This design comes from an exercise in tuning for small area, a short achievable clock period and few clock cycles on the open sky130 flow, not from production work.
Function was checked by simulation only, so behaviour that the tests miss may differ from the original.
Power figures rest on the tool's default switching activity, not on a simulated workload.

[flow/flow/run.sh]
#!/bin/bash
# Standard ORFS layout (standard.sh) with the standard synthesis. Placement
# and clock tree use a tighter setup-repair target, a leaner clock tree,
# single-strength port buffers and a denser floorplan; routing repairs to
# the plain target, so it only fixes what routing breaks.
set -uo pipefail
COMMON=(
  CORE_UTILIZATION=60 PLACE_DENSITY=0.72
  "BUFFER_PORTS_ARGS=-inputs -outputs -buffer_cell sky130_fd_sc_hd__buf_1"
  "CTS_ARGS=-sink_clustering_enable -repair_clock_nets -dont_use_dummy_load -buf_list sky130_fd_sc_hd__clkbuf_8 -sink_clustering_size 18 -sink_clustering_max_diameter 50"
)
bash standard.sh synth > synth.log 2>&1 || exit 1
bash standard.sh "${COMMON[@]}" SETUP_SLACK_MARGIN=16 cts > place_cts.log 2>&1 || exit 1
bash standard.sh "${COMMON[@]}" SETUP_SLACK_MARGIN=0 finish > route.log 2>&1 || exit 1
[flow/standard.sh]
#!/bin/bash
# synth_recipe.tcl (not shown) runs the flow's synth.tcl, then flattens the netlist and writes it again
# the make line also repeats each setting of config.mk as NAME=value (left out here)
make -C /OpenROAD-flow-scripts/flow DESIGN_CONFIG=/design/flow/config.mk WORK_HOME=/design/flow/orfs CLKGATE_MAP_FILE= SYNTH_SCRIPT=/design/flow/synth_recipe.tcl "${@:-finish}"
[flow/config.mk]
export PLATFORM = sky130hd
export DESIGN_NAME = zfu
export DESIGN_NICKNAME = zfu
export VERILOG_FILES = /design/flow/design.v
export SDC_FILE = /design/flow/constraint.sdc
export NUM_CORES = 4
export LEC_CHECK = 0
export ABC_AREA = 1
export CAP_MARGIN = 20
export CORE_MARGIN = 2
export CORE_UTILIZATION = 60
export PLACE_DENSITY = 0.72
export SLEW_MARGIN = 20
[flow/constraint.sdc]
create_clock -name core_clock -period 22.0 [get_ports {clk}]
set_input_delay 4.4000 -clock core_clock [delete_from_list [all_inputs] [get_ports {clk}]]
set_output_delay 4.4000 -clock core_clock [all_outputs]
set_load 0.01 [all_outputs]
[flow/design.v]
module zfu (
    input              clk,
    input              rst,
    input              cmd_valid,
    input      [2:0]   cmd_len,       
    input      [7:0]   cmd_op,        
    input      [47:0]  cmd_arg,       
    input      [63:0]  ts_sec,
    input      [31:0]  ts_usec,
    output reg         rsp_valid,
    output     [7:0]   rsp_status,
    output reg [4:0]   rsp_len,       
    output     [151:0] rsp_data,      
    output reg         mem_req,
    output reg [31:0]  mem_addr,
    input              mem_ack,
    input      [7:0]   mem_rdata,
    input              mem_err
);
    localparam [15:0] CRC_POLY_LE     = 16'h8408;
    localparam [7:0]  DEFAULT_CHANNEL = 8'd26;
    localparam [15:0] DEVID_RESET     = 16'h0000;
    localparam [31:0] NTP_OFFSET      = 32'd2208988800;
    localparam [7:0] OP_RDREG   = 8'h01, OP_WRREG  = 8'h02, OP_RDBUF = 8'h03,
                     OP_CRCINIT = 8'h10, OP_CRCBYTE = 8'h11, OP_CRCBUF = 8'h12,
                     OP_CRCFIN  = 8'h13, OP_ZENC   = 8'h20, OP_ZDEC  = 8'h21,
                     OP_ZCHK    = 8'h22, OP_FRCLR  = 8'h30, OP_FRPUSH = 8'h31,
                     OP_BUILD   = 8'h32, OP_SEGRD  = 8'h33, OP_TXOK  = 8'h34;
    localparam [4:0] ST_OK        = 5'h00, ST_ILLEGAL   = 5'h01, ST_BADREG   = 5'h02,
                     ST_READONLY  = 5'h03, ST_BADVALUE  = 5'h04, ST_BADINDEX = 5'h05,
                     ST_BUSERROR  = 5'h06, ST_NOTREADY  = 5'h07, ST_FRAGFULL = 5'h08,
                     ST_LENOVF    = 5'h09, ST_CLOCKRNG  = 5'h0A, ST_TRUNC    = 5'h10,
                     ST_BADPRE    = 5'h11, ST_BADVER    = 5'h12, ST_BADTYPE  = 5'h13,
                     ST_NOHDR     = 5'h14, ST_LENMIS    = 5'h15, ST_BUFSMALL = 5'h16,
                     ST_CHANMIS   = 5'h17, ST_LENSHORT  = 5'h18;
    localparam [3:0] K_NONE = 4'd0,    
                     K_REG  = 4'd1,    
                     K_BUF  = 4'd2,    
                     K_CRC  = 4'd3,    
                     K_ZDEC = 4'd4,    
                     K_ZCHK = 4'd5,    
                     K_NFR  = 4'd6,    
                     K_BLD  = 4'd7,    
                     K_SEG  = 4'd8;    
    localparam [2:0] S_IDLE = 3'd0,
                     S_CRC  = 3'd1,    
                     S_ZDEC = 3'd2,    
                     S_BRD  = 3'd3,    
                     S_BNX  = 3'd4,    
                     S_WAIT = 3'd5,    
                     S_PUSH = 3'd6,    
                     S_SEG  = 3'd7;    
    reg [7:0]  chan;
    reg [15:0] devid;
    reg [31:0] seq;
    reg [15:0] crc;
    reg        hdrv, fcsv, rxv;
    reg [4:0]  nfrag;
    reg [4:0]  nseg;
    reg [7:0]  datalen;              
    reg [7:0]  fsum;                 
    reg        fovf;                 
    reg [7:0]  rx_chan, rx_lqimode, rx_lqi, rx_len;
    reg [15:0] rx_devid, rxlen;
    reg [31:0] rx_sec, rx_frac, rx_seq, rxbase;
    reg [7:0]  hb_chan, hb_len;
    reg [15:0] hb_devid;
    reg [31:0] hb_nsec, hb_frac, hb_seq;
    reg [15:0] fcs;
    reg [39:0] fr [0:15];
    reg [39:0] sg [0:15];
    reg [3:0]  fh, sh;
    reg [4:0]  cp_cnt;       
    reg        seg_f;        
    reg [2:0]  state;
    reg        is_build;
    reg [4:0]  st;           
    reg [3:0]  kind;         
    reg [5:0]  ix;           
    reg [15:0] rd_cnt;       
    reg [15:0] crc_acc;      
    reg [4:0]  pidx;         
    reg        pv;           
    reg [31:0] pre_base;
    reg [7:0]  pre_len;
    reg        bad_pre, bad_ver, bad_type;
    reg [31:0] dq;           
    reg [4:0]  dr;           
    reg [4:0]  dcnt;         
    reg        d_b;          
    reg        nsec_c;       
    function [15:0] crc_step;
        input [15:0] c;
        input [7:0]  b;
        integer k;
        reg [15:0] t;
        begin
            t = c ^ {8'h00, b};
            for (k = 0; k < 8; k = k + 1)
                t = t[0] ? ((t >> 1) ^ CRC_POLY_LE) : (t >> 1);
            crc_step = t;
        end
    endfunction
    function [2:0] op_length;
        input [7:0] o;
        begin
            case (o)
                OP_RDREG, OP_RDBUF, OP_CRCBYTE, OP_ZENC, OP_SEGRD: op_length = 3'd2;
                OP_WRREG:                                         op_length = 3'd6;
                OP_CRCINIT, OP_ZCHK:                              op_length = 3'd3;
                OP_CRCBUF, OP_ZDEC, OP_FRPUSH:                    op_length = 3'd7;
                OP_CRCFIN, OP_FRCLR, OP_BUILD, OP_TXOK:           op_length = 3'd1;
                default:                                          op_length = 3'd0;
            endcase
        end
    endfunction
    wire [7:0]  c_imm8  = cmd_arg[47:40];
    wire [15:0] c_imm16 = cmd_arg[47:32];
    wire [31:0] c_addr  = cmd_arg[47:16];
    wire [15:0] c_len16 = cmd_arg[15:0];
    wire [31:0] c_val32 = cmd_arg[39:8];
    wire reg_ok = (c_imm8 <= 8'h08) || (c_imm8 >= 8'h10 && c_imm8 <= 8'h1A);
    wire       d_bit = d_b;
    wire [6:0] d_t   = {1'b0, dr, 1'b0} + (d_bit ? 7'd10 : 7'd0);
    wire [1:0] d_d   = (d_t >= 7'd58) ? 2'd2 : (d_t >= 7'd29) ? 2'd1 : 2'd0;
    wire [6:0] d_r   = d_t - (d_d == 2'd2 ? 7'd58 : d_d == 2'd1 ? 7'd29 : 7'd0);
    wire [31:0] d_q  = {dq[30:0], 1'b0} + (d_bit ? 32'd4310 : 32'd0) + {30'd0, d_d};
    wire       d_done = (dcnt == 5'd0);
    wire [15:0] crc_rd   = crc_step(crc_acc, mem_rdata);
    wire        rd_last  = (rd_cnt == 16'd1);
    wire        rd_wrap  = (&mem_addr) && !rd_last;   
    wire        rd_fail  = mem_err || rd_wrap;
    wire [4:0]  zidx     = mem_addr[4:0] - rxbase[4:0];
    wire        bld_cmd  = (state == S_IDLE) && cmd_valid && cmd_op == OP_BUILD &&
                           cmd_len == 3'd1 && !fovf;
    wire        bld_on   = bld_cmd || state == S_BRD || state == S_BNX;
    wire        p_end    = (pidx == nfrag);
    wire        fr_end   = p_end && !pv;       
    wire        take     = pv;                 
    wire        take_now = take && (state == S_BNX ||
                           (state == S_BRD && mem_ack && !rd_fail && rd_last));
    wire        p_hit    = bld_on && !p_end && (fh - 4'd4 == pidx[3:0]) &&
                           (!pv || take_now);
    wire        push_ok  = !nfrag[4] && cp_cnt == 5'd0 && fh == nfrag[3:0];
    wire        wr_now   = (state == S_IDLE) && cmd_valid && cmd_op == OP_FRPUSH &&
                           cmd_len == 3'd7 && push_ok;
    wire        wr_late  = (state == S_PUSH) && push_ok;
    wire [39:0] sg_in    = (cp_cnt != 5'd0) ? fr[7] : sg[15];
    wire [3:0]  sh1      = sh + 4'd1;
    wire [3:0]  shf1     = {~sh[3], sh[2:0]} + 4'd1;
    wire [3:0]  seg_q    = (state == S_IDLE) ? c_imm8[3:0] : ix[3:0];
    wire        seg_hs   = (sh1 == seg_q);
    wire        seg_hf   = seg_f && (shf1 == seg_q);
    wire [39:0] seg_rd   = seg_hf ? fr[15] : sg_in;
    integer k;
    always @(posedge clk) begin
        for (k = 1; k < 16; k = k + 1) begin
            fr[k] <= fr[k - 1];
            sg[k] <= sg[k - 1];
        end
        fr[0] <= wr_now  ? {c_addr, c_len16[7:0]} :
                 wr_late ? {mem_addr, rd_cnt[7:0]} : fr[15];
        sg[0] <= sg_in;
    end
    integer i;
    wire        clk_bad  = (ts_usec >= 32'd1000000);
    wire [8:0]  fr_sum   = {1'b0, fsum} + {1'b0, c_len16[7:0]};
    task commit;
        input [15:0] c;
        begin
            hb_chan   <= chan;
            hb_devid  <= devid;
            hb_seq    <= seq;
            hb_nsec   <= {ts_sec[31:16] + NTP_OFFSET[31:16] + {15'd0, nsec_c},
                          ts_sec[15:0] + NTP_OFFSET[15:0]};
            hb_frac   <= dq;
            hdrv      <= 1'b1;
            rsp_valid <= 1'b1;
            pidx      <= 5'd0;
            state     <= S_IDLE;
            if (is_build) begin
                hb_len  <= fsum + 8'd2;
                crc     <= c;
                fcs     <= c;
                fcsv    <= 1'b1;
                cp_cnt  <= 5'd16;
                sh      <= fh + 4'd9;
                seg_f   <= 1'b1;
                nseg    <= nfrag + 5'd2;
                datalen <= fsum;
            end
        end
    endtask
    always @(posedge clk) begin
        rsp_valid <= 1'b0;
        if (rst) begin
            chan     <= DEFAULT_CHANNEL;
            devid    <= DEVID_RESET;
            seq      <= 32'd0;
            crc      <= 16'd0;
            hdrv     <= 1'b0;
            fcsv     <= 1'b0;
            rxv      <= 1'b0;
            nfrag    <= 5'd0;
            fsum     <= 8'd0;
            fovf     <= 1'b0;
            nseg     <= 5'd0;
            datalen  <= 8'd0;
            state    <= S_IDLE;
            mem_req  <= 1'b0;
            pidx     <= 5'd0;
            pv       <= 1'b0;
            dcnt     <= 5'd0;
            fh       <= 4'd0;
            sh       <= 4'd0;
            cp_cnt   <= 5'd0;
            seg_f    <= 1'b0;
        end else begin
            rsp_len <= okl_n;
            fh <= fh + 4'd1;
            sh <= sh + 4'd1;
            if (cp_cnt != 5'd0)
                cp_cnt <= cp_cnt - 5'd1;
            if (wr_now || wr_late)
                seg_f <= 1'b0;
            if (p_hit && fr[3][7:0] != 8'd0) begin
                pre_base <= fr[3][39:8];
                pre_len  <= fr[3][7:0];
                pv       <= 1'b1;
            end else if (take_now)
                pv <= 1'b0;
            if (p_hit)
                pidx <= pidx + 5'd1;
            nsec_c <= ({1'b0, ts_sec[15:0]} + {1'b0, NTP_OFFSET[15:0]}) > 17'hFFFF;
            if (!d_done) begin
                dq   <= d_q;
                dr   <= d_r[4:0];
                dcnt <= dcnt - 5'd1;
                d_b  <= ts_usec[dcnt - 5'd2];
            end
            case (state)
            S_IDLE: if (cmd_valid) begin
                rsp_valid <= 1'b1;
                st        <= ST_OK;
                kind      <= K_NONE;
                ix        <= c_imm8[5:0];
                if (cmd_len != op_length(cmd_op) || cmd_len == 3'd0) begin
                    begin st <= ST_ILLEGAL; rsp_len <= 5'd1; end
                end else begin
                    case (cmd_op)
                    OP_RDREG:
                        if (!reg_ok)
                            begin st <= ST_BADREG; rsp_len <= 5'd1; end
                        else if (c_imm8[4] && !rxv)
                            begin st <= ST_NOTREADY; rsp_len <= 5'd1; end
                        else
                            kind <= K_REG;
                    OP_WRREG:
                        if (!reg_ok)
                            begin st <= ST_BADREG; rsp_len <= 5'd1; end
                        else if (c_imm8 > 8'h02)
                            begin st <= ST_READONLY; rsp_len <= 5'd1; end
                        else if ((c_imm8[1:0] == 2'd0 && c_val32[31:8]  != 24'd0) ||
                                 (c_imm8[1:0] == 2'd1 && c_val32[31:16] != 16'd0))
                            begin st <= ST_BADVALUE; rsp_len <= 5'd1; end
                        else begin
                            case (c_imm8[1:0])
                                2'd0:    chan  <= c_val32[7:0];
                                2'd1:    devid <= c_val32[15:0];
                                default: seq   <= c_val32;
                            endcase
                        end
                    OP_RDBUF:
                        if (c_imm8 >= 8'd34)
                            begin st <= ST_BADINDEX; rsp_len <= 5'd1; end
                        else if (c_imm8[5] ? !fcsv : !hdrv)
                            begin st <= ST_NOTREADY; rsp_len <= 5'd1; end
                        else
                            kind <= K_BUF;
                    OP_CRCINIT:
                        crc <= c_imm16;
                    OP_CRCBYTE: begin
                        crc  <= crc_step(crc, c_imm8);
                        kind <= K_CRC;
                    end
                    OP_CRCBUF: begin
                        kind <= K_CRC;
                        if (c_len16 != 16'd0) begin
                            rsp_valid <= 1'b0;
                            crc_acc   <= crc;
                            rd_cnt    <= c_len16;
                            mem_addr  <= c_addr;
                            mem_req   <= 1'b1;
                            state     <= S_CRC;
                        end
                    end
                    OP_CRCFIN: begin
                        fcs  <= crc;
                        fcsv <= 1'b1;
                        kind <= K_CRC;
                    end
                    OP_ZENC:
                        if (clk_bad)
                            begin st <= ST_CLOCKRNG; rsp_len <= 5'd1; end
                        else begin
                            rsp_valid <= 1'b0;
                            is_build  <= 1'b0;
                            hb_len    <= c_imm8;
                            dq        <= 32'd0;
                            dr        <= 5'd0;
                            dcnt      <= 5'd20;
                            d_b       <= ts_usec[19];
                            state     <= S_WAIT;
                        end
                    OP_ZDEC: begin
                        rxv      <= 1'b0;
                        rxbase   <= c_addr;
                        rxlen    <= c_len16;
                        bad_pre  <= 1'b0;
                        bad_ver  <= 1'b0;
                        bad_type <= 1'b0;
                        kind     <= K_ZDEC;
                        if (c_len16 == 16'd0)
                            begin st <= ST_TRUNC; rsp_len <= 5'd1; end
                        else begin
                            rsp_valid <= 1'b0;
                            rd_cnt    <= (c_len16 < 16'd32) ? c_len16 : 16'd32;
                            mem_addr  <= c_addr;
                            mem_req   <= 1'b1;
                            state     <= S_ZDEC;
                        end
                    end
                    OP_ZCHK: begin
                        kind <= K_ZCHK;
                        if (!rxv)
                            begin st <= ST_NOHDR; rsp_len <= 5'd1; end
                        else if ({7'd0, {1'b0, rx_len} + 9'd32} != rxlen)
                            begin st <= ST_LENMIS; rsp_len <= 5'd1; end
                        else if ({8'd0, rx_len} > c_imm16)
                            begin st <= ST_BUFSMALL; rsp_len <= 5'd1; end
                        else if (rx_chan != chan)
                            begin st <= ST_CHANMIS; rsp_len <= 5'd1; end
                        else if (rx_len < 8'd2)
                            begin st <= ST_LENSHORT; rsp_len <= 5'd1; end
                    end
                    OP_FRCLR: begin
                        fh    <= 4'd0;
                        nfrag <= 5'd0;
                        fsum  <= 8'd0;
                        fovf  <= 1'b0;
                    end
                    OP_FRPUSH:
                        if (nfrag[4])
                            begin st <= ST_FRAGFULL; rsp_len <= 5'd1; end
                        else begin
                            fsum  <= fr_sum[7:0];
                            fovf  <= fovf || c_len16[15:8] != 8'd0 || fr_sum > 9'd253;
                            kind  <= K_NFR;
                            if (wr_now)
                                nfrag <= nfrag + 5'd1;
                            else begin
                                rsp_valid <= 1'b0;
                                mem_addr  <= c_addr;
                                rd_cnt    <= c_len16;
                                state     <= S_PUSH;
                            end
                        end
                    OP_BUILD:
                        if (fovf)
                            begin st <= ST_LENOVF; rsp_len <= 5'd1; end
                        else begin
                            rsp_valid <= 1'b0;
                            is_build  <= 1'b1;
                            kind      <= K_BLD;
                            crc_acc   <= 16'd0;
                            dq        <= 32'd0;
                            dr        <= 5'd0;
                            dcnt      <= 5'd20;
                            d_b       <= ts_usec[19];
                            state     <= S_BNX;
                        end
                    OP_SEGRD:
                        if (c_imm8 >= {3'd0, nseg})
                            begin st <= ST_BADINDEX; rsp_len <= 5'd1; end
                        else begin
                            kind <= K_SEG;
                            if (c_imm8 != 8'd0 && c_imm8[4:0] != nseg - 5'd1 &&
                                !seg_hs && !seg_hf) begin
                                rsp_valid <= 1'b0;
                                state     <= S_SEG;
                            end
                        end
                    OP_TXOK: begin
                        seq  <= seq + 32'd1;
                        kind <= K_REG;
                        ix   <= 6'd2;
                    end
                    default:
                        begin st <= ST_ILLEGAL; rsp_len <= 5'd1; end
                    endcase
                end
            end
            S_CRC: if (mem_ack) begin
                if (rd_fail) begin
                    mem_req   <= 1'b0;
                    rsp_valid <= 1'b1;
                    begin st        <= ST_BUSERROR; rsp_len <= 5'd1; end
                    state     <= S_IDLE;
                end else if (rd_last) begin
                    mem_req   <= 1'b0;
                    crc       <= crc_rd;
                    rsp_valid <= 1'b1;
                    state     <= S_IDLE;
                end else begin
                    crc_acc  <= crc_rd;
                    rd_cnt   <= rd_cnt - 16'd1;
                    mem_addr <= mem_addr + 32'd1;
                end
            end
            S_ZDEC: if (mem_ack) begin
                if (rd_fail) begin
                    mem_req   <= 1'b0;
                    rsp_valid <= 1'b1;
                    begin st        <= ST_BUSERROR; rsp_len <= 5'd1; end
                    state     <= S_IDLE;
                end else begin
                    case (zidx)
                        5'd0:  if (mem_rdata != 8'h45) bad_pre <= 1'b1;
                        5'd1:  if (mem_rdata != 8'h58) bad_pre <= 1'b1;
                        5'd2:  if (mem_rdata != 8'h02) bad_ver <= 1'b1;
                        5'd3:  if (mem_rdata != 8'h01) bad_type <= 1'b1;
                        5'd4:  rx_chan <= mem_rdata;
                        5'd5:  rx_devid[15:8] <= mem_rdata;
                        5'd6:  rx_devid[7:0]  <= mem_rdata;
                        5'd7:  rx_lqimode <= mem_rdata;
                        5'd8:  rx_lqi <= mem_rdata;
                        5'd9:  rx_sec[31:24] <= mem_rdata;
                        5'd10: rx_sec[23:16] <= mem_rdata;
                        5'd11: rx_sec[15:8]  <= mem_rdata;
                        5'd12: rx_sec[7:0]   <= mem_rdata;
                        5'd13: rx_frac[31:24] <= mem_rdata;
                        5'd14: rx_frac[23:16] <= mem_rdata;
                        5'd15: rx_frac[15:8]  <= mem_rdata;
                        5'd16: rx_frac[7:0]   <= mem_rdata;
                        5'd17: rx_seq[31:24] <= mem_rdata;
                        5'd18: rx_seq[23:16] <= mem_rdata;
                        5'd19: rx_seq[15:8]  <= mem_rdata;
                        5'd20: rx_seq[7:0]   <= mem_rdata;
                        5'd31: rx_len <= mem_rdata;
                        default: ;
                    endcase
                    if (rd_last) begin
                        mem_req   <= 1'b0;
                        rsp_valid <= 1'b1;
                        state     <= S_IDLE;
                        if (rxlen < 16'd3)
                            begin st <= ST_TRUNC; rsp_len <= 5'd1; end
                        else if (bad_pre)
                            begin st <= ST_BADPRE; rsp_len <= 5'd1; end
                        else if (bad_ver || (zidx == 5'd2 && mem_rdata != 8'h02))
                            begin st <= ST_BADVER; rsp_len <= 5'd1; end
                        else if (rxlen < 16'd32)
                            begin st <= ST_TRUNC; rsp_len <= 5'd1; end
                        else if (bad_type)
                            begin st <= ST_BADTYPE; rsp_len <= 5'd1; end
                        else
                            rxv <= 1'b1;
                    end else begin
                        rd_cnt   <= rd_cnt - 16'd1;
                        mem_addr <= mem_addr + 32'd1;
                    end
                end
            end
            S_BRD: if (mem_ack) begin
                if (rd_fail) begin
                    mem_req   <= 1'b0;
                    rsp_valid <= 1'b1;
                    begin st        <= ST_BUSERROR; rsp_len <= 5'd1; end
                    pidx      <= 5'd0;
                    pv        <= 1'b0;
                    state     <= S_IDLE;
                end else begin
                    crc_acc <= crc_rd;
                    if (rd_last) begin
                        if (take) begin
                            mem_addr <= pre_base;
                            rd_cnt   <= {8'd0, pre_len};
                        end else begin
                            mem_req <= 1'b0;
                            if (!fr_end)
                                state <= S_BNX;
                            else if (clk_bad) begin
                                rsp_valid <= 1'b1;
                                begin st        <= ST_CLOCKRNG; rsp_len <= 5'd1; end
                                pidx      <= 5'd0;
                                state     <= S_IDLE;
                            end else if (d_done)
                                commit(crc_rd);
                            else
                                state <= S_WAIT;
                        end
                    end else begin
                        rd_cnt   <= rd_cnt - 16'd1;
                        mem_addr <= mem_addr + 32'd1;
                    end
                end
            end
            S_BNX: begin
                if (take) begin
                    mem_addr <= pre_base;
                    rd_cnt   <= {8'd0, pre_len};
                    mem_req  <= 1'b1;
                    state    <= S_BRD;
                end else if (fr_end) begin
                    if (clk_bad) begin
                        rsp_valid <= 1'b1;
                        begin st        <= ST_CLOCKRNG; rsp_len <= 5'd1; end
                        pidx      <= 5'd0;
                        state     <= S_IDLE;
                    end else
                        state <= S_WAIT;
                end
            end
            S_PUSH: if (push_ok) begin
                nfrag     <= nfrag + 5'd1;
                rsp_valid <= 1'b1;
                state     <= S_IDLE;
            end
            S_SEG: if (seg_hs || seg_hf) begin
                rsp_valid <= 1'b1;
                state     <= S_IDLE;
            end
            S_WAIT: if (d_done)
                commit(crc_acc);
            default: state <= S_IDLE;
            endcase
        end
    end
    assign rsp_status = {3'd0, st};
    reg [55:0] rsp_hi;       
    assign rsp_data = {rsp_hi, rx_sec[23:0], rx_frac, rx_seq, rx_len};
    reg [31:0] reg_val;
    always @(*) begin
        case (c_imm8[4:0])
            5'h00: reg_val = {24'd0, chan};
            5'h01: reg_val = {16'd0, devid};
            5'h02: reg_val = seq;
            5'h03: reg_val = {16'd0, crc};
            5'h04: reg_val = {29'd0, rxv, fcsv, hdrv};
            5'h05: reg_val = {27'd0, nfrag};
            5'h06: reg_val = {27'd0, nseg};
            5'h07: reg_val = {24'd0, (nseg == 5'd0) ? 8'd0 : datalen + 8'd2};
            5'h08: reg_val = {24'd0, datalen};
            5'h10: reg_val = 32'd1;
            5'h11: reg_val = {24'd0, rx_chan};
            5'h12: reg_val = {16'd0, rx_devid};
            5'h13: reg_val = {24'd0, rx_lqimode};
            5'h14: reg_val = {24'd0, rx_lqi};
            5'h15: reg_val = rx_sec;
            5'h16: reg_val = rx_frac;
            5'h17: reg_val = rx_seq;
            5'h18: reg_val = {24'd0, rx_len};
            5'h19: reg_val = {16'd0, rxlen};
            5'h1A: reg_val = rxbase;
            default: reg_val = 32'd0;
        endcase
    end
    reg [7:0] buf_byte;
    always @(*) begin
        case (c_imm8[5:0])
            6'd0:  buf_byte = 8'h45;
            6'd1:  buf_byte = 8'h58;
            6'd2:  buf_byte = 8'h02;
            6'd3:  buf_byte = 8'h01;
            6'd4:  buf_byte = hb_chan;
            6'd5:  buf_byte = hb_devid[15:8];
            6'd6:  buf_byte = hb_devid[7:0];
            6'd7:  buf_byte = 8'h01;
            6'd8:  buf_byte = 8'hFF;
            6'd9:  buf_byte = hb_nsec[31:24];
            6'd10: buf_byte = hb_nsec[23:16];
            6'd11: buf_byte = hb_nsec[15:8];
            6'd12: buf_byte = hb_nsec[7:0];
            6'd13: buf_byte = hb_frac[31:24];
            6'd14: buf_byte = hb_frac[23:16];
            6'd15: buf_byte = hb_frac[15:8];
            6'd16: buf_byte = hb_frac[7:0];
            6'd17: buf_byte = hb_seq[31:24];
            6'd18: buf_byte = hb_seq[23:16];
            6'd19: buf_byte = hb_seq[15:8];
            6'd20: buf_byte = hb_seq[7:0];
            6'd31: buf_byte = hb_len;
            6'd32: buf_byte = fcs[7:0];
            6'd33: buf_byte = fcs[15:8];
            default: buf_byte = 8'h00;
        endcase
    end
    wire [55:0] seg_ent = {8'd1, seg_rd[39:8], 8'd0, seg_rd[7:0]};
    reg [151:0] rd_n;        
    reg [4:0]   okl_n;
    always @(*) begin
        rd_n  = 152'd0;
        okl_n = 5'd1;
        case (state)
        S_IDLE:
            case (cmd_op)
            OP_RDREG:   begin okl_n = 5'd5; rd_n[151:120] = reg_val; end
            OP_RDBUF:   begin okl_n = 5'd2; rd_n[151:144] = buf_byte; end
            OP_CRCBYTE: begin okl_n = 5'd3; rd_n[151:136] = crc_step(crc, c_imm8); end
            OP_CRCBUF,
            OP_CRCFIN:  begin okl_n = 5'd3; rd_n[151:136] = crc; end
            OP_ZCHK:    begin okl_n = 5'd3; rd_n[151:136] = {rx_len - 8'd2, rx_lqi}; end
            OP_FRPUSH:  begin okl_n = 5'd2; rd_n[151:144] = {3'd0, nfrag + 5'd1}; end
            OP_SEGRD:   begin
                            okl_n = 5'd8;
                            if (c_imm8 == 8'd0)
                                rd_n[151:96] = {8'd0, 32'd0, 16'd32};
                            else if (c_imm8[4:0] == nseg - 5'd1)
                                rd_n[151:96] = {8'd0, 32'd32, 16'd2};
                            else
                                rd_n[151:96] = seg_ent;
                        end
            OP_TXOK:    begin okl_n = 5'd5; rd_n[151:120] = seq + 32'd1; end
            default: ;
            endcase
        S_CRC:  begin okl_n = 5'd3; rd_n[151:136] = crc_rd; end
        S_ZDEC: begin okl_n = 5'd20;
                      rd_n = {8'h01, rx_chan, rx_devid, rx_lqimode, rx_lqi,
                              rx_sec, rx_frac, rx_seq, mem_rdata}; end
        S_PUSH: begin okl_n = 5'd2; rd_n[151:144] = {3'd0, nfrag + 5'd1}; end
        S_SEG:  begin okl_n = 5'd8; rd_n[151:96] = seg_ent; end
        default: begin
                      okl_n = is_build ? 5'd4 : 5'd1;
                      rd_n[151:128] = {3'd0, nfrag + 5'd2, fsum + 8'd2, fsum};
                 end
        endcase
    end
    always @(posedge clk)
        rsp_hi <= rd_n[151:96];
endmodule
==> summary.txt, run 1 <==
status: finished clean
gr ovfl total: 0
Syn. warnings: 3
pre-CTS WS: 13.83 ns
vias in the first global route: 47260
hold path startpoint: fr[1][26]$_DFF_P_
post-layout power: 0.006422 W
Fin Clk Skew: 0.1549 ns
hold_buf cts: 0
Via density: 6.213
final hold violations: 0
final setup vio count: 0
met1 Use GR: 0.5891
TritonRoute pass-1 iters: 8
asr flop ratio synth: 0
IO buf count: 331
critical path arrival: 7.17 ns
Root Buffer: clkbuf_8
Avg Cell Area, Syn: 10.46 µm²
largest net degree at the start of global routing: 79
filler-free cell count of the finished design: 8173
Num CTS Buffers: 159
dpl cells: 7908
GRT met3 Usage: 0.1410
grt met2 use: 0.6157
RSZ-0062 raised after global routing: no
maxcap violations: 0
Pleak: 28.77 nW
die area: 112200 µm²
1st-iter DRT viols: 7917
reg2reg start: d_b$_DFFE_PN_
Min Clock Period, post-route: 6.416 ns
drt total wl: 249.6 mm
largest registers: fr x640, sg x640, rsp_hi x56
final net count: 6992
IO Pins: 367
DRC viols: 0
P&R area growth vs syn: 10.86%
Max rail drop VDD: 0.08860 mV
H-tree levels: 4
Cell Area, Synth: 65750 µm²
CP startpoint kind: input pin
Die Ht: 335.0 µm
Primary FF master, synth: dfxtp_1
final period utilization: 0.2916
via count: 50780
final slew viol count: 0
Sink Count: 1965
Die W: 335.0 µm
critical path fanouts, max: 27
GPL Wtd Cong: 1.095
core area: 108700 µm²
maximum clock rate: 155.9 MHz
filler instances: 8078
GRT Resource Usage Total: 0.4382
Crit. End Element: flip-flop
register area share after synthesis: 0.6740
hpwl dp: 181.9 mm
Post-synth EDFFs: 497
setup TNS: 0 ns
Wirelength per Cell: 30.54 µm
initial core utilization: 0.6048
share of cells above drive strength 1: 0.1007
row cnt: 121
first-pass GRT wire length: 344.3 mm
Clock Path Buffers: 3
Seq cells post-synth: 1965
Critical path origin: cmd_op[4]
Worst Path Required: 22.76 ns
Worst Hold Class: flip-flop to flip-flop
slew at the pin with the worst max-slew slack: 1.054 ns
clock-pin slew on the worst setup and hold paths: 0.11 ns
Pwr Density: 88.11 nW/µm²
Syn Inst Count: 6285
cell area after layout: 72880 µm²
CTS tree: yes
Max transition margin: 0.2967
busiest grt layer: met2
Yosys cell types: 67
critical path type: input pin to flip-flop
Clock Latency Late Sink: 0.94 ns
fin worst setup slack: 15.58 ns
initial antenna violation count: 40
post-route ant nets: 0
placed instance area: 68840 µm²
-- what timing repair did --
item,in CTS,in global routing
resized for setup,254,0
setup endpoints to repair,763,0
buffers inserted,83,0
-- power breakdown --
part	leakage [nW]	switching [W]	total [W]	internal, W
sequential	16.5	0.0000719	0.00388	0.00381
combinational	11.1	0.000529	0.000797	0.000269
clock	1.14	0.00110	0.00174	0.000645
total	28.8	0.00170	0.00642	0.00472
-- layout make-up --
cell class | instances | area, µm² | share of cell area
timing repair buffer | 505 | 3186 | 0.04371
antenna | 16 | 40.04 | 0.0005493
timing repair inverter | 1 | 5.005 | 0.00006867
multi-input combinational | 3594 | 19310 | 0.2650
tap | 1414 | 1769 | 0.02427
inverter | 519 | 2071 | 0.02841
clock buffer | 159 | 2188 | 0.03002
sequential | 1965 | 44310 | 0.6080
-- Yosys cell counts, types with 20 or more instances --
cell type,n,area share
a211oi_1,33,0.0038
a21oi_1,219,0.017
a22oi_1,43,0.0049
a31oi_1,46,0.0044
buf_2,53,0.0040
buf_4,38,0.0043
clkbuf_1,106,0.0061
dfxtp_1,1468,0.45
edfxtp_1,497,0.23
ha_1,74,0.014
inv_1,479,0.027
inv_2,38,0.0022
nand2_1,1249,0.071
nand2_2,20,0.0019
nand3_1,295,0.022
nand4_1,114,0.011
nor2_1,508,0.029
nor3_1,64,0.0049
o211ai_1,70,0.0080
o21a_1,24,0.0027
o21ai_0,360,0.027
o21ai_1,47,0.0036
o221ai_1,40,0.0053
o22ai_1,39,0.0037
xnor2_1,56,0.0075
xor2_1,83,0.011
-- metal layers --
metal,routed length [µm],up-vias
li1,-,21860
met1,94850,24140
met2,101800,3950
met3,34570,791
met4,18120,32
met5,258,-
-- kinds of logic after synthesis --
| logic type | share of synthesized area |
|---|---|
| other cells | 0.00005704 |
| simple gates | 0.1531 |
| flops | 0.6740 |
| fa+ha+maj | 0.01561 |
| xor+xnor | 0.01852 |
| compound gates | 0.09323 |
| mux | 0.0003045 |
| buf+inv | 0.04520 |
-- final timing paths --
check	depth (start not counted)	end	slack, ns
worst max-delay path	13	rsp_hi[44]$_DFF_P_	15.58
worst min-delay path	0	fr[2][26]$_DFF_P_	0.28
worst max register to register	22	dq[26]$_DFFE_PN_	17.41
worst min register to register	0	fr[2][26]$_DFF_P_	0.28
-- stage by stage --
stage | hold WS [ns] | utilization
global route | 0.2855 | 0.6702
CTS | 0.2781 | 0.6701
detailed placement | 0.3121 | 0.6333
floorplan | 0.3096 | -
finish | 0.2776 | 0.6705
global placement | 0.3095 | 0.6333
-- layout by cell type, fill, tap and decap left out, types with 83 or more instances in the layout --
cell,n
a21oi_1,211
buf_1,282
buf_4,133
clkbuf_8,159
dfxtp_1,1467
edfxtp_1,497
inv_1,455
nand2_1,1234
nand3_1,286
nand4_1,114
nor2_1,464
o21ai_0,331
xor2_1,83
-- worst max-delay path, stage by stage --
cell and delay, ns:
buf_1 0.20, nand2_1 0.14, nor2_4 0.25, nand2_2 0.10
buf_12 0.18, clkinv_2 0.12, buf_4 0.44, nand3_1 0.40
nand3_1 0.43, nand2_1 0.12, o211ai_1 0.11, o21ai_1 0.13
inv_1 0.09
Testbench counts, summed over its fixed seeds: cycles 64,890.
==> run 2: changes to the inputs <==
==> flow/flow/run.sh (replaced) <==
#!/bin/bash
# Standard ORFS layout (standard.sh) with the standard synthesis. Placement
# and clock tree use a tighter setup-repair target, a leaner clock tree,
# single-strength port buffers and a denser floorplan; routing repairs to
# a slightly looser target, so it only fixes the paths routing slowed most.
set -uo pipefail
COMMON=(
  CORE_UTILIZATION=60 PLACE_DENSITY=0.72
  "BUFFER_PORTS_ARGS=-inputs -outputs -buffer_cell sky130_fd_sc_hd__buf_1"
  "CTS_ARGS=-sink_clustering_enable -repair_clock_nets -dont_use_dummy_load -buf_list sky130_fd_sc_hd__clkbuf_8 -sink_clustering_size 18 -sink_clustering_max_diameter 60"
)
bash standard.sh synth > synth.log 2>&1 || exit 1
bash standard.sh "${COMMON[@]}" SETUP_SLACK_MARGIN=16 cts > place_cts.log 2>&1 || exit 1
bash standard.sh "${COMMON[@]}" SETUP_SLACK_MARGIN=15.6 finish > route.log 2>&1 || exit 1
==> run 2 against run 1 <==
  * First-iteration DRC count is 2.8% lower
  * Critical path type unchanged
  * Largest cell class unchanged
  * Via count is 0.57% lower
  * Non-clock buffer count shrank 1
  * Sequential cell count unchanged
  * Worst setup slack lost 0.052 ns
  * Die area stayed put
==> summary.txt, run 2 <==
hpwl dp: 181.9 mm
DRC viols: 0
H-tree levels: 4
Buf+Inv Stages, Crit Path: 5
IO buf count: 331
clock-pin slew on the worst setup and hold paths: 0.10 ns
largest registers: fr x640, sg x640, rsp_hi x56
P&R area growth vs syn: 10.55%
vias in the first global route: 46970
hold path startpoint: sg[12][34]$_DFF_P_
most frequent cells in the layout: 1467 x dfxtp_1, 1234 x nand2_1, 497 x edfxtp_1
Clock Path Buffers: 3
IO Pins: 367
crit-path max cell delay: 0.48 ns
TritonRoute pass-1 iters: 7
1st-iter DRT viols: 7693
initial antenna violation count: 38
RSZ-0062 raised after global routing: no
Critical path origin: cmd_arg[42]
pre-CTS WS: 13.83 ns
share of cells above drive strength 1: 0.09721
R2R Setup Slk: 17.38 ns
setup TNS: 0 ns
critical path type: input pin to flip-flop
via count: 50490
CTS tree: yes
drt total wl: 248.9 mm
final hold violations: 0
status: finished clean
Wirelength per Cell: 30.52 µm
Critical Path Most Common Cell: nand2_1
largest net degree at the start of global routing: 79
top cell type's share of synthesized area: 0.4470
Synth Area in Compound Gates: 0.09323
final period utilization: 0.2940
Area contributors post-synth: dfxtp_1 45%, edfxtp_1 23%, nand2_1 7.1%
most common cell after layout, fill and taps aside: dfxtp_1
Die Ht: 335.0 µm
slew at the pin with the worst max-slew slack: 1.069 ns
GPL Wtd Cong: 1.095
initial core utilization: 0.6048
reg2reg start: d_b$_DFFE_PN_
Max rail drop VDD: 0.08950 mV
final net count: 6977
Clock Latency Late Sink: 0.92 ns
largest family of logic cells by synthesized area: simple AND/OR/NAND/NOR gates
CP startpoint kind: input pin
Root Buffer: clkbuf_8
Worst Path Required: 22.69 ns
cell taking the most area after synthesis: dfxtp_1
Max transition margin: 0.2875
first-pass GRT wire length: 343.6 mm
Avg Cell Area, Syn: 10.46 µm²
Cell Area, Synth: 65750 µm²
final slew viol count: 0
critical path fanouts, max: 31
die area: 112200 µm²
Simple-Gate Fraction of Synth Area: 0.1531
Num CTS Buffers: 145
gr ovfl total: 0
hold_buf cts: 0
Min Clock Period, post-route: 6.469 ns
Syn. warnings: 3
Yosys cell types: 67
Die W: 335.0 µm
post-layout power: 0.006348 W
GRT Resource Usage Total: 0.4374
Pleak: 28.67 nW
Sink Count: 1965
post-synthesis mux area share: 0.0003045
most frequent cell after synthesis: dfxtp_1
crit-path leading delay family: simple AND/OR/NAND/NOR gates
critical path arrival: 7.16 ns
Primary FF master, synth: dfxtp_1
Seq cells post-synth: 1965
Via density: 6.191
Crit. End Element: flip-flop
row cnt: 121
final setup vio count: 0
Pwr Density: 87.33 nW/µm²
register area share after synthesis: 0.6740
Post-synth top cells: 1468 x dfxtp_1, 1249 x nand2_1, 508 x nor2_1
Max stage delay cell, worst path: a22oi_1
post-route ant nets: 0
CP cell instances: buf_1, buf_6, inv_6, nor2_1, nand2_1, nor2_2, buf_12, a22oi_1, o211ai_1, nand2_1, nand4_1, nand2_1, nand3_1, nand2_1, inv_1
Fin Clk Skew: 0.1340 ns
maxcap violations: 0
Syn Inst Count: 6285
maximum clock rate: 154.6 MHz
fin worst setup slack: 15.53 ns
Worst Hold Class: flip-flop to flip-flop
asr flop ratio synth: 0
Post-synth EDFFs: 497
core area: 108700 µm²
Synth Area in Adders: 0.01561
Synth Area in XOR/XNOR: 0.01852
==> run 2: cell count changes in the layout (fill, tap and decap cells not counted), moves of 3 or more <==
cell | previous run | this run
buf_2 | 32 | 28
nor2_1 | 464 | 467
bufbuf_16 | 4 | 7
buf_12 | 22 | 19
clkbuf_8 | 159 | 145
nor3_2 | 14 | 10
nand3_2 | 13 | 16
buf_4 | 133 | 128
buf_1 | 282 | 290
==> run 2: cells by family after synthesis <==
| family | after synthesis |
|---|---|
| flip-flops | 1965 |
| multiplexers | 2 |
| other | 1 |
| AND/OR/NAND/NOR | 2352 |
| buffers and inverters | 728 |
| AO/OA/AOI/OAI | 1019 |
| adder cells (fa/ha/maj) | 79 |
| XOR/XNOR | 139 |
==> run 2: final timing paths <==
check	endpoint	depth (start not counted)
max reg2reg	dq[22]$_DFFE_PN_	21
min	sg[13][34]$_DFF_P_	0
max	rsp_hi[42]$_DFF_P_	15
min reg2reg	sg[13][34]$_DFF_P_	0
==> run 2: timing repair <==
item                                    4_1_cts  5_1_grt
endpoints found under the setup margin      758        0
resized for setup                           241        0
setup buffers                                79        0
==> run 2: final cells by class <==
class | count | area, µm²
sequential | 1965 | 44310
fill | 8114 | 36020
multi-input combinational | 3594 | 19300
timing repair buffer | 504 | 3199
inverter | 519 | 2068
clock buffer | 145 | 1996
tap | 1414 | 1769
antenna | 14 | 35.03
timing repair inverter | 1 | 5.005
==> run 2: power by group <==
part	total, W	switching (W)	internal [W]
Clock	0.00167	0.00108	0.000592
Combinational	0.000797	0.000528	0.000269
Sequential	0.00388	0.0000722	0.00381
==> run 2: routing by layer <==
metal / part of all wire / GRT usage / vias up
met2: 0.40 / 0.6090 / 3925
li1: - / - / 21860
met3: 0.14 / 0.1376 / 765
met4: 0.074 / 0.2742 / 34
met1: 0.38 / 0.5926 / 23910
met5: 0.0013 / 0 / -
==> run 2: through the flow <==
| step | instances | area, µm² | utilization | hold WS (ns) |
|---|---|---|---|---|
| after global routing | 8148 | 72660 | 0.6685 | 0.2681 |
| after global placement | 7908 | 68840 | 0.6333 | 0.3095 |
| after floorplan | 6287 | 66220 | - | 0.3096 |
| after detailed placement | 7908 | 68840 | 0.6333 | 0.3121 |
| after CTS | 8142 | 72650 | 0.6683 | 0.2539 |
| final | 8156 | 72680 | 0.6687 | 0.2788 |
==> run 2: worst register-to-register path, delay by kind of cell (launching register included) <==
kind	cells	cell delay, ns
simple gates	10	1.39
fa+ha+maj	4	1.26
compound gates	4	0.83
flops	1	0.62
xor+xnor	1	0.14
buf+inv	2	0.13

## what the ideal ports hide
In the flow no input, the clock included, has a driving cell. The finished layouts below were timed again as built, in two steps.
Step 1 sets driving cells, clkbuf_16 on the clock port and buf_2 on the other inputs (assumed; they add their load-dependent delay and slew).
Step 2 times the ports against the registers' clock, not the clock port: input delays grow and output delays shrink by t, the midpoint of the rising clock arrivals with the driver on.
Slacks: no drivers / after step 1 / after step 2; pairs: no drivers / after step 1.
run | t, ns | setup WS [ns] | worst data-port slew with drivers (ns)
run 1 | 0.943 | 15.584 / 15.637 / 14.694 | 0.12
run 2 | 0.931 | 15.531 / 15.583 / 14.652 | 0.13
After both steps every run listed still meets setup and hold. The setup slack of run 1, which loses most, moves by +0.053 ns with the drivers and by -0.890 ns with both steps.
